What follows belongs to an exercise in optimizing a design on an open flow for small area, a short achievable clock period and few clock cycles; a production flow would make more cautious choices.
Where RTL was checked, it was by simulation tests only, not by an equivalence proof against the original.

## alpha
==> flow/design.v <==
module bat_ms (
    input  wire        clk,
    input  wire        rst,
    input  wire        start,
    input  wire [1:0]  cfg_nsrc_m1,
    input  wire [15:0] cfg_bits_in_m1,           
    input  wire [15:0] cfg_in_align_repeat,      
    input  wire [15:0] cfg_in_align_bits_m1,     
    input  wire [3:0]  cfg_out_align_repeat,
    input  wire [3:0]  cfg_out_align_bits_m1,
    input  wire [15:0] cfg_repeat,
    input  wire [3:0]  in_valid,
    input  wire [3:0]  in_eod,
    input  wire [31:0] in_data,
    output wire [3:0]  in_ready,
    output wire        out_valid,
    output wire [7:0]  out_data,
    input  wire        out_ready,
    output wire        busy,
    output reg         ended_eod
);
    localparam [1:0] S_IDLE = 2'd0,
                     S_RUN  = 2'd1,
                     S_SKIP = 2'd2,
                     S_END  = 2'd3;
    reg [1:0]  state;
    reg [1:0]  nsrc_m1;
    reg [3:0]  bm1   [0:3];       
    reg [3:0]  in_n  [0:3];       
    reg [3:0]  in_pu [0:3];       
    reg [3:0]  out_m;             
    reg [3:0]  out_pu;            
    reg [15:0] rep_left;
    reg        rep_en;
    reg        rep_last;          
    reg [1:0]  src;
    reg        lst;               
    reg [3:0]  in_cd [0:3];
    reg        sd    [0:3];       
    reg [3:0]  out_cd;
    reg        od;                
    reg [3:0]  skip_left;
    reg [6:0]  acc   [0:3];
    reg [2:0]  acc_n [0:3];
    reg        nd    [0:3];
    reg        part;
    reg [7:0]  hold;
    reg        s_v;
    reg [15:0] s_bits;
    reg [5:0]  s_lim;
    reg        s_pad;
    reg [31:0] em;
    reg [5:0]  em_n;
    reg [2:0]  pp;                
    reg [3:0]  pk;                
    reg [1:0]  poi;               
    reg [5:0]  pr;                
    integer i;
    wire        flushing = (state == S_END) && !s_v;
    assign out_valid = (em_n[5:3] != 3'd0) || (flushing && em_n[2:0] != 3'd0);
    assign out_data  = em[31:24];
    wire        fire     = out_valid && out_ready;
    wire        s_take   = s_v && (em_n <= s_lim);
    wire [31:0] s_ins    = {s_bits, 16'd0} >> em_n[4:0];
    wire [5:0]  s_add    = 6'd32 - s_lim + (s_pad ? {2'b0, out_pu} : 6'd0);
    wire        done_now = flushing && (em_n == 6'd0 || (em_n <= 6'd8 && out_ready));
    wire [3:0]  c_bm1   = bm1[src];
    wire [3:0]  c_n     = in_n[src];
    wire [3:0]  c_cd    = in_cd[src];
    wire [3:0]  c_pad   = in_pu[src];
    wire [6:0]  c_a7    = acc[src];
    wire [2:0]  c_a3    = acc_n[src];
    wire        c_sd    = sd[src];
    wire        c_valid = in_valid[src];
    wire        c_eod   = in_eod[src];
    wire [7:0]  c_data  = in_data[8*src +: 8];
    wire        opaddue  = lst && od;
    wire        pad_ok   = (!c_sd || (pp > {1'b0, src})) && (!opaddue || (pp == 3'd5));
    wire        s_free   = !s_v || s_take;
    wire        need     = part || nd[src];
    wire        run_go   = (state == S_RUN) && s_free && pad_ok;
    wire        run_rdy  = run_go && need;
    wire        skip_rdy = (state == S_SKIP) && s_free;
    assign in_ready = (run_rdy || skip_rdy) ? (4'b0001 << src) : 4'b0000;
    wire        take     = (run_rdy || skip_rdy) && c_valid;
    wire        take_eod = take && c_eod;
    wire        take_dat = take && !c_eod;
    wire [14:0] c_acc    = {c_a7, part ? hold : {1'b0, c_a7}};
    wire [3:0]  c_an     = {part, c_a3};
    wire [22:0] x_bits   = {c_acc, c_data};
    wire [37:0] x_sh     = {x_bits, 15'd0} >> c_an;
    wire [15:0] s_mask   = ~(16'h7fff >> c_bm1);
    wire [15:0] smp      = x_sh[22:7] & s_mask;
    wire [3:0]  d        = {1'b0, c_a3} + ~c_bm1;
    wire [2:0]  left     = d[2:0];
    wire        issue    = run_go && (!need || (take_dat && (part || d[3])));
    wire        partial  = run_go && need && !part && !d[3] && take_dat;
    wire        skip_in  = c_sd && (c_pad > {1'b0, left});
    wire [2:0]  a_new    = left - (c_sd ? c_pad[2:0] : 3'd0);
    wire [2:0]  a_skip   = 3'd0 - skip_left[2:0];
    wire        skip_done = skip_rdy && take_dat && (skip_left <= 4'd8);
    wire        step_done = (issue && !skip_in) || skip_done;
    wire        win_end   = step_done && lst;
    wire        rep_end   = win_end && rep_last;
    wire        pp_src   = (pp[2] == 1'b0);
    wire [1:0]  ppi      = pp[1:0];
    wire [3:0]  pu_xm1   = bm1[pp_src ? ppi : poi];
    wire [3:0]  pu_y     = pp_src ? in_n[ppi] : out_m;
    wire [3:0]  pu_um1   = pp_src ? in_pu[ppi] : out_pu;
    wire        pu_need  = pp_src ? ((ppi <= nsrc_m1) && (pu_y != 4'd0)) : (pu_y != 4'd0);
    wire [5:0]  pr_one   = pr + (pr[5] ? {2'b00, pu_um1} : {2'b11, ~pu_xm1}) + {5'd0, pr[5]};
    wire [5:0]  pr_next  = pr_one + (pr_one[5] ? {2'b00, pu_um1} + 6'd1 : 6'd0);
    assign busy = (state != S_IDLE);
    always @(posedge clk) begin
        if (rst) begin
            state     <= S_IDLE;
            ended_eod <= 1'b0;
            s_v       <= 1'b0;
            em_n      <= 6'd0;
            em        <= 32'd0;
        end else begin
            if (s_take) begin
                em   <= fire ? ((em | s_ins) << 8) : (em | s_ins);
                em_n <= em_n + s_add - (fire ? 6'd8 : 6'd0);
            end else if (fire) begin
                em   <= em << 8;
                em_n <= (em_n[5:3] != 3'd0) ? em_n - 6'd8 : 6'd0;
            end
            if (s_free) begin
                s_v    <= issue || (skip_done && opaddue);
                s_bits <= (state == S_RUN) ? smp : 16'd0;
                s_lim  <= (state == S_RUN) ? 6'd31 - {2'b0, c_bm1} : 6'd32;
                s_pad  <= opaddue && ((state != S_RUN) || !skip_in);
            end
            if (state != S_IDLE && pp != 3'd5) begin
                if (!pu_need) begin
                    pp  <= pp + 3'd1;
                end else if (pr[5] || pk != pu_y) begin
                    pr <= pr_next;
                    if (!pr[5]) begin
                        if (pp_src || poi == nsrc_m1) begin
                            pk  <= pk + 4'd1;
                            poi <= 2'd0;
                        end else begin
                            poi <= poi + 2'd1;
                        end
                    end
                end else begin
                    if (pp_src)
                        in_pu[ppi] <= pr[3:0];
                    else
                        out_pu <= pr[3:0];
                    pp <= pp + 3'd1;
                    pk <= 4'd0;
                    pr <= 6'd0;
                end
            end
            if (take)
                hold <= c_data;
            case (state)
            S_IDLE: begin
                if (start) begin
                    nsrc_m1 <= cfg_nsrc_m1;
                    for (i = 0; i < 4; i = i + 1) begin
                        bm1[i]   <= cfg_bits_in_m1[4*i +: 4];
                        in_n[i]  <= cfg_in_align_repeat[4*i +: 4];
                        in_cd[i] <= cfg_in_align_repeat[4*i +: 4];
                        sd[i]    <= (cfg_in_align_repeat[4*i +: 4] == 4'd1);
                        in_pu[i] <= cfg_in_align_bits_m1[4*i +: 4];
                        acc_n[i] <= 3'd0;
                        nd[i]    <= 1'b1;
                    end
                    out_m    <= cfg_out_align_repeat;
                    out_cd   <= cfg_out_align_repeat;
                    od       <= (cfg_out_align_repeat == 4'd1);
                    out_pu   <= cfg_out_align_bits_m1;
                    rep_left <= cfg_repeat;
                    rep_en   <= (cfg_repeat != 16'd0);
                    rep_last <= (cfg_repeat == 16'd1);
                    src      <= 2'd0;
                    lst      <= (cfg_nsrc_m1 == 2'd0);
                    pp       <= 3'd0;
                    pk       <= 4'd0;
                    poi      <= 2'd0;
                    pr       <= 6'd0;
                    part     <= 1'b0;
                    em       <= 32'd0;
                    state    <= S_RUN;
                end
            end
            S_RUN: begin
                if (take_eod) begin
                    ended_eod <= 1'b1;
                    state     <= S_END;
                end else if (issue) begin
                    part <= 1'b0;
                    if (take)
                        acc[src] <= c_data[6:0];
                    if (skip_in) begin
                        acc_n[src] <= 3'd0;
                        nd[src]    <= 1'b1;
                        skip_left  <= c_pad - {1'b0, left};
                        state      <= S_SKIP;
                    end else begin
                        acc_n[src] <= a_new;
                        nd[src]    <= ({1'b0, a_new} <= c_bm1);
                    end
                    if (c_n != 4'd0) begin
                        in_cd[src] <= c_sd ? c_n : c_cd - 4'd1;
                        sd[src]    <= c_sd ? (c_n == 4'd1) : (c_cd == 4'd2);
                    end
                end else if (partial) begin
                    part <= 1'b1;
                end
            end
            S_SKIP: begin
                if (take_eod) begin
                    ended_eod <= 1'b1;
                    state     <= S_END;
                end else if (take_dat) begin
                    acc[src] <= c_data[6:0];
                    if (skip_done) begin
                        acc_n[src] <= a_skip;
                        nd[src]    <= ({1'b0, a_skip} <= c_bm1);
                        state      <= S_RUN;
                    end else begin
                        skip_left <= skip_left - 4'd8;
                    end
                end
            end
            S_END: begin
                if (done_now)
                    state <= S_IDLE;
            end
            endcase
            if (step_done) begin
                if (lst) begin
                    src <= 2'd0;
                    lst <= (nsrc_m1 == 2'd0);
                    if (out_m != 4'd0) begin
                        out_cd <= od ? out_m : out_cd - 4'd1;
                        od     <= od ? (out_m == 4'd1) : (out_cd == 4'd2);
                    end
                    if (rep_en) begin
                        rep_left <= rep_left - 16'd1;
                        rep_last <= (rep_left == 16'd2);
                    end
                end else begin
                    src <= src + 2'd1;
                    lst <= (src + 2'd1 == nsrc_m1);
                end
            end
            if (rep_end) begin
                ended_eod <= 1'b0;
                state     <= S_END;
            end
        end
    end
endmodule
export LEC_CHECK = 0
export CAP_MARGIN = 20
export CORE_MARGIN = 2
export CORE_UTILIZATION = 40
export PLACE_DENSITY = 0.6
export SLEW_MARGIN = 20
create_clock -name core_clock -period 10.0 [get_ports {clk}]
standard.sh (not shown) runs the stock make flow with config.mk's settings and CLKGATE_MAP_FILE= SYNTH_SCRIPT=/design/flow/synth_recipe.tcl, a recipe that flattens the netlist after the stock synthesis.
==> flow/flow/run.sh <==
#!/bin/bash
set -euo pipefail
MARGIN=5.5
sed "s|^make -C |make SETUP_SLACK_MARGIN=${MARGIN} 'BUFFER_PORTS_ARGS=-buffer_cell sky130_fd_sc_hd__buf_1' -C |" standard.sh > standard_margin.sh
bash standard_margin.sh > standard_margin.log 2>&1
alpha ended with every stage complete and zero timing, DRC or antenna violations.
Setup changes, alpha to beta
diff --git a/flow/design.v b/flow/design.v
--- a/flow/design.v
+++ b/flow/design.v
@@ -41,11 +41,11 @@
     reg        od;                
     reg [3:0]  skip_left;
     reg [6:0]  acc   [0:3];
-    reg [2:0]  acc_n [0:3];
-    reg        nd    [0:3];
+    reg [4:0]  ad    [0:3];
     reg        part;
     reg [7:0]  hold;
     reg        s_v;
+    reg        s_free;
     reg [15:0] s_bits;
     reg [5:0]  s_lim;
     reg        s_pad;
@@ -63,21 +63,24 @@
     wire        s_take   = s_v && (em_n <= s_lim);
     wire [31:0] s_ins    = {s_bits, 16'd0} >> em_n[4:0];
     wire [5:0]  s_add    = 6'd32 - s_lim + (s_pad ? {2'b0, out_pu} : 6'd0);
+    wire [5:0]  em_a     = em_n + (s_take ? s_add : 6'd0);
+    wire [5:0]  em_f     = em_a - 6'd8;
+    wire [5:0]  em_n_nx  = !fire ? em_a : (em_n[5:3] != 3'd0) ? em_f : 6'd0;
     wire        done_now = flushing && (em_n == 6'd0 || (em_n <= 6'd8 && out_ready));
     wire [3:0]  c_bm1   = bm1[src];
     wire [3:0]  c_n     = in_n[src];
     wire [3:0]  c_cd    = in_cd[src];
     wire [3:0]  c_pad   = in_pu[src];
     wire [6:0]  c_a7    = acc[src];
-    wire [2:0]  c_a3    = acc_n[src];
+    wire [4:0]  c_ad    = ad[src];
+    wire [2:0]  c_a3    = c_ad[2:0] + c_bm1[2:0] + 3'd1;
     wire        c_sd    = sd[src];
     wire        c_valid = in_valid[src];
     wire        c_eod   = in_eod[src];
     wire [7:0]  c_data  = in_data[8*src +: 8];
     wire        opaddue  = lst && od;
     wire        pad_ok   = (!c_sd || (pp > {1'b0, src})) && (!opaddue || (pp == 3'd5));
-    wire        s_free   = !s_v || s_take;
-    wire        need     = part || nd[src];
+    wire        need     = part || c_ad[4];
     wire        run_go   = (state == S_RUN) && s_free && pad_ok;
     wire        run_rdy  = run_go && need;
     wire        skip_rdy = (state == S_SKIP) && s_free;
@@ -91,13 +94,14 @@
     wire [37:0] x_sh     = {x_bits, 15'd0} >> c_an;
     wire [15:0] s_mask   = ~(16'h7fff >> c_bm1);
     wire [15:0] smp      = x_sh[22:7] & s_mask;
-    wire [3:0]  d        = {1'b0, c_a3} + ~c_bm1;
-    wire [2:0]  left     = d[2:0];
-    wire        issue    = run_go && (!need || (take_dat && (part || d[3])));
-    wire        partial  = run_go && need && !part && !d[3] && take_dat;
+    wire [2:0]  left     = c_ad[2:0];
+    wire        one_ok   = c_ad[3];
+    wire        issue    = run_go && (!need || (take_dat && (part || one_ok)));
+    wire        partial  = run_go && need && !part && !one_ok && take_dat;
     wire        skip_in  = c_sd && (c_pad > {1'b0, left});
     wire [2:0]  a_new    = left - (c_sd ? c_pad[2:0] : 3'd0);
     wire [2:0]  a_skip   = 3'd0 - skip_left[2:0];
+    wire [4:0]  nbm1     = ~{1'b0, c_bm1};
     wire        skip_done = skip_rdy && take_dat && (skip_left <= 4'd8);
     wire        step_done = (issue && !skip_in) || skip_done;
     wire        win_end   = step_done && lst;
@@ -116,21 +120,24 @@
             state     <= S_IDLE;
             ended_eod <= 1'b0;
             s_v       <= 1'b0;
+            s_free    <= 1'b1;
             em_n      <= 6'd0;
             em        <= 32'd0;
         end else begin
-            if (s_take) begin
-                em   <= fire ? ((em | s_ins) << 8) : (em | s_ins);
-                em_n <= em_n + s_add - (fire ? 6'd8 : 6'd0);
-            end else if (fire) begin
-                em   <= em << 8;
-                em_n <= (em_n[5:3] != 3'd0) ? em_n - 6'd8 : 6'd0;
-            end
+            if (s_take)
+                em <= fire ? ((em | s_ins) << 8) : (em | s_ins);
+            else if (fire)
+                em <= em << 8;
+            em_n <= em_n_nx;
             if (s_free) begin
                 s_v    <= issue || (skip_done && opaddue);
                 s_bits <= (state == S_RUN) ? smp : 16'd0;
                 s_lim  <= (state == S_RUN) ? 6'd31 - {2'b0, c_bm1} : 6'd32;
                 s_pad  <= opaddue && ((state != S_RUN) || !skip_in);
+                s_free <= !(issue || (skip_done && opaddue)) ||
+                          (em_n_nx <= ((state == S_RUN) ? 6'd31 - {2'b0, c_bm1} : 6'd32));
+            end else begin
+                s_free <= (em_n_nx <= {1'b0, s_lim});
             end
             if (state != S_IDLE && pp != 3'd5) begin
                 if (!pu_need) begin
@@ -167,8 +174,7 @@
                         in_cd[i] <= cfg_in_align_repeat[4*i +: 4];
                         sd[i]    <= (cfg_in_align_repeat[4*i +: 4] == 4'd1);
                         in_pu[i] <= cfg_in_align_bits_m1[4*i +: 4];
-                        acc_n[i] <= 3'd0;
-                        nd[i]    <= 1'b1;
+                        ad[i]    <= ~{1'b0, cfg_bits_in_m1[4*i +: 4]};
                     end
                     out_m    <= cfg_out_align_repeat;
                     out_cd   <= cfg_out_align_repeat;
@@ -197,13 +203,11 @@
                     if (take)
                         acc[src] <= c_data[6:0];
                     if (skip_in) begin
-                        acc_n[src] <= 3'd0;
-                        nd[src]    <= 1'b1;
+                        ad[src]    <= nbm1;
                         skip_left  <= c_pad - {1'b0, left};
                         state      <= S_SKIP;
                     end else begin
-                        acc_n[src] <= a_new;
-                        nd[src]    <= ({1'b0, a_new} <= c_bm1);
+                        ad[src]    <= {2'b0, a_new} + nbm1;
                     end
                     if (c_n != 4'd0) begin
                         in_cd[src] <= c_sd ? c_n : c_cd - 4'd1;
@@ -220,8 +224,7 @@
                 end else if (take_dat) begin
                     acc[src] <= c_data[6:0];
                     if (skip_done) begin
-                        acc_n[src] <= a_skip;
-                        nd[src]    <= ({1'b0, a_skip} <= c_bm1);
+                        ad[src]    <= {2'b0, a_skip} + nbm1;
                         state      <= S_RUN;
                     end else begin
                         skip_left <= skip_left - 4'd8;
Results
Measured against beta, the first-iteration DRC count of alpha comes out at 1.08 times the reference value.
Worst setup margin (beta over alpha): increase, 0.23 ns
In beta, the design area came out about 1% below the value in alpha.
beta ended with less relative area change from synthesis to final layout than alpha.
Looking at first-pass GRT wire length across both flows, beta is the weaker of the two, with alpha ahead.
Testbench counts of beta, summed over its fixed seeds: cycles 48,584.
For alpha, only the layout was checked, not whether the RTL still works.

## re-timing with driven ports
Ports are ideal in the flow. The routed layouts listed here were re-timed in OpenROAD.
Step 1 assumes that a clkbuf_16 drives the clock port and a buf_2 every other input.
Step 2 adds t to the input delays and takes it off the output delays; t is the mean of the earliest and latest rising clock arrival at the registers after step 1. Input paths then give back, and output paths get back, about the clock's delay inside the block.
a / b / c = no drivers / after step 1 / after step 2; a / b = the first two.
run | shift t [ns] | setup slack, ns | hold WS [ns] | worst setup path at the end
alpha | 0.631 | 5.347 / 5.292 / 5.078 | 0.463 / 0.463 / 0.463 | input to register
beta | 0.625 | 5.573 / 5.521 / 5.120 | 0.456 / 0.456 / 0.456 | input to register
After both steps setup and hold are still met in every run listed. The setup slack of beta, which loses most, moves by -0.052 ns with the drivers and by -0.453 ns with both steps.
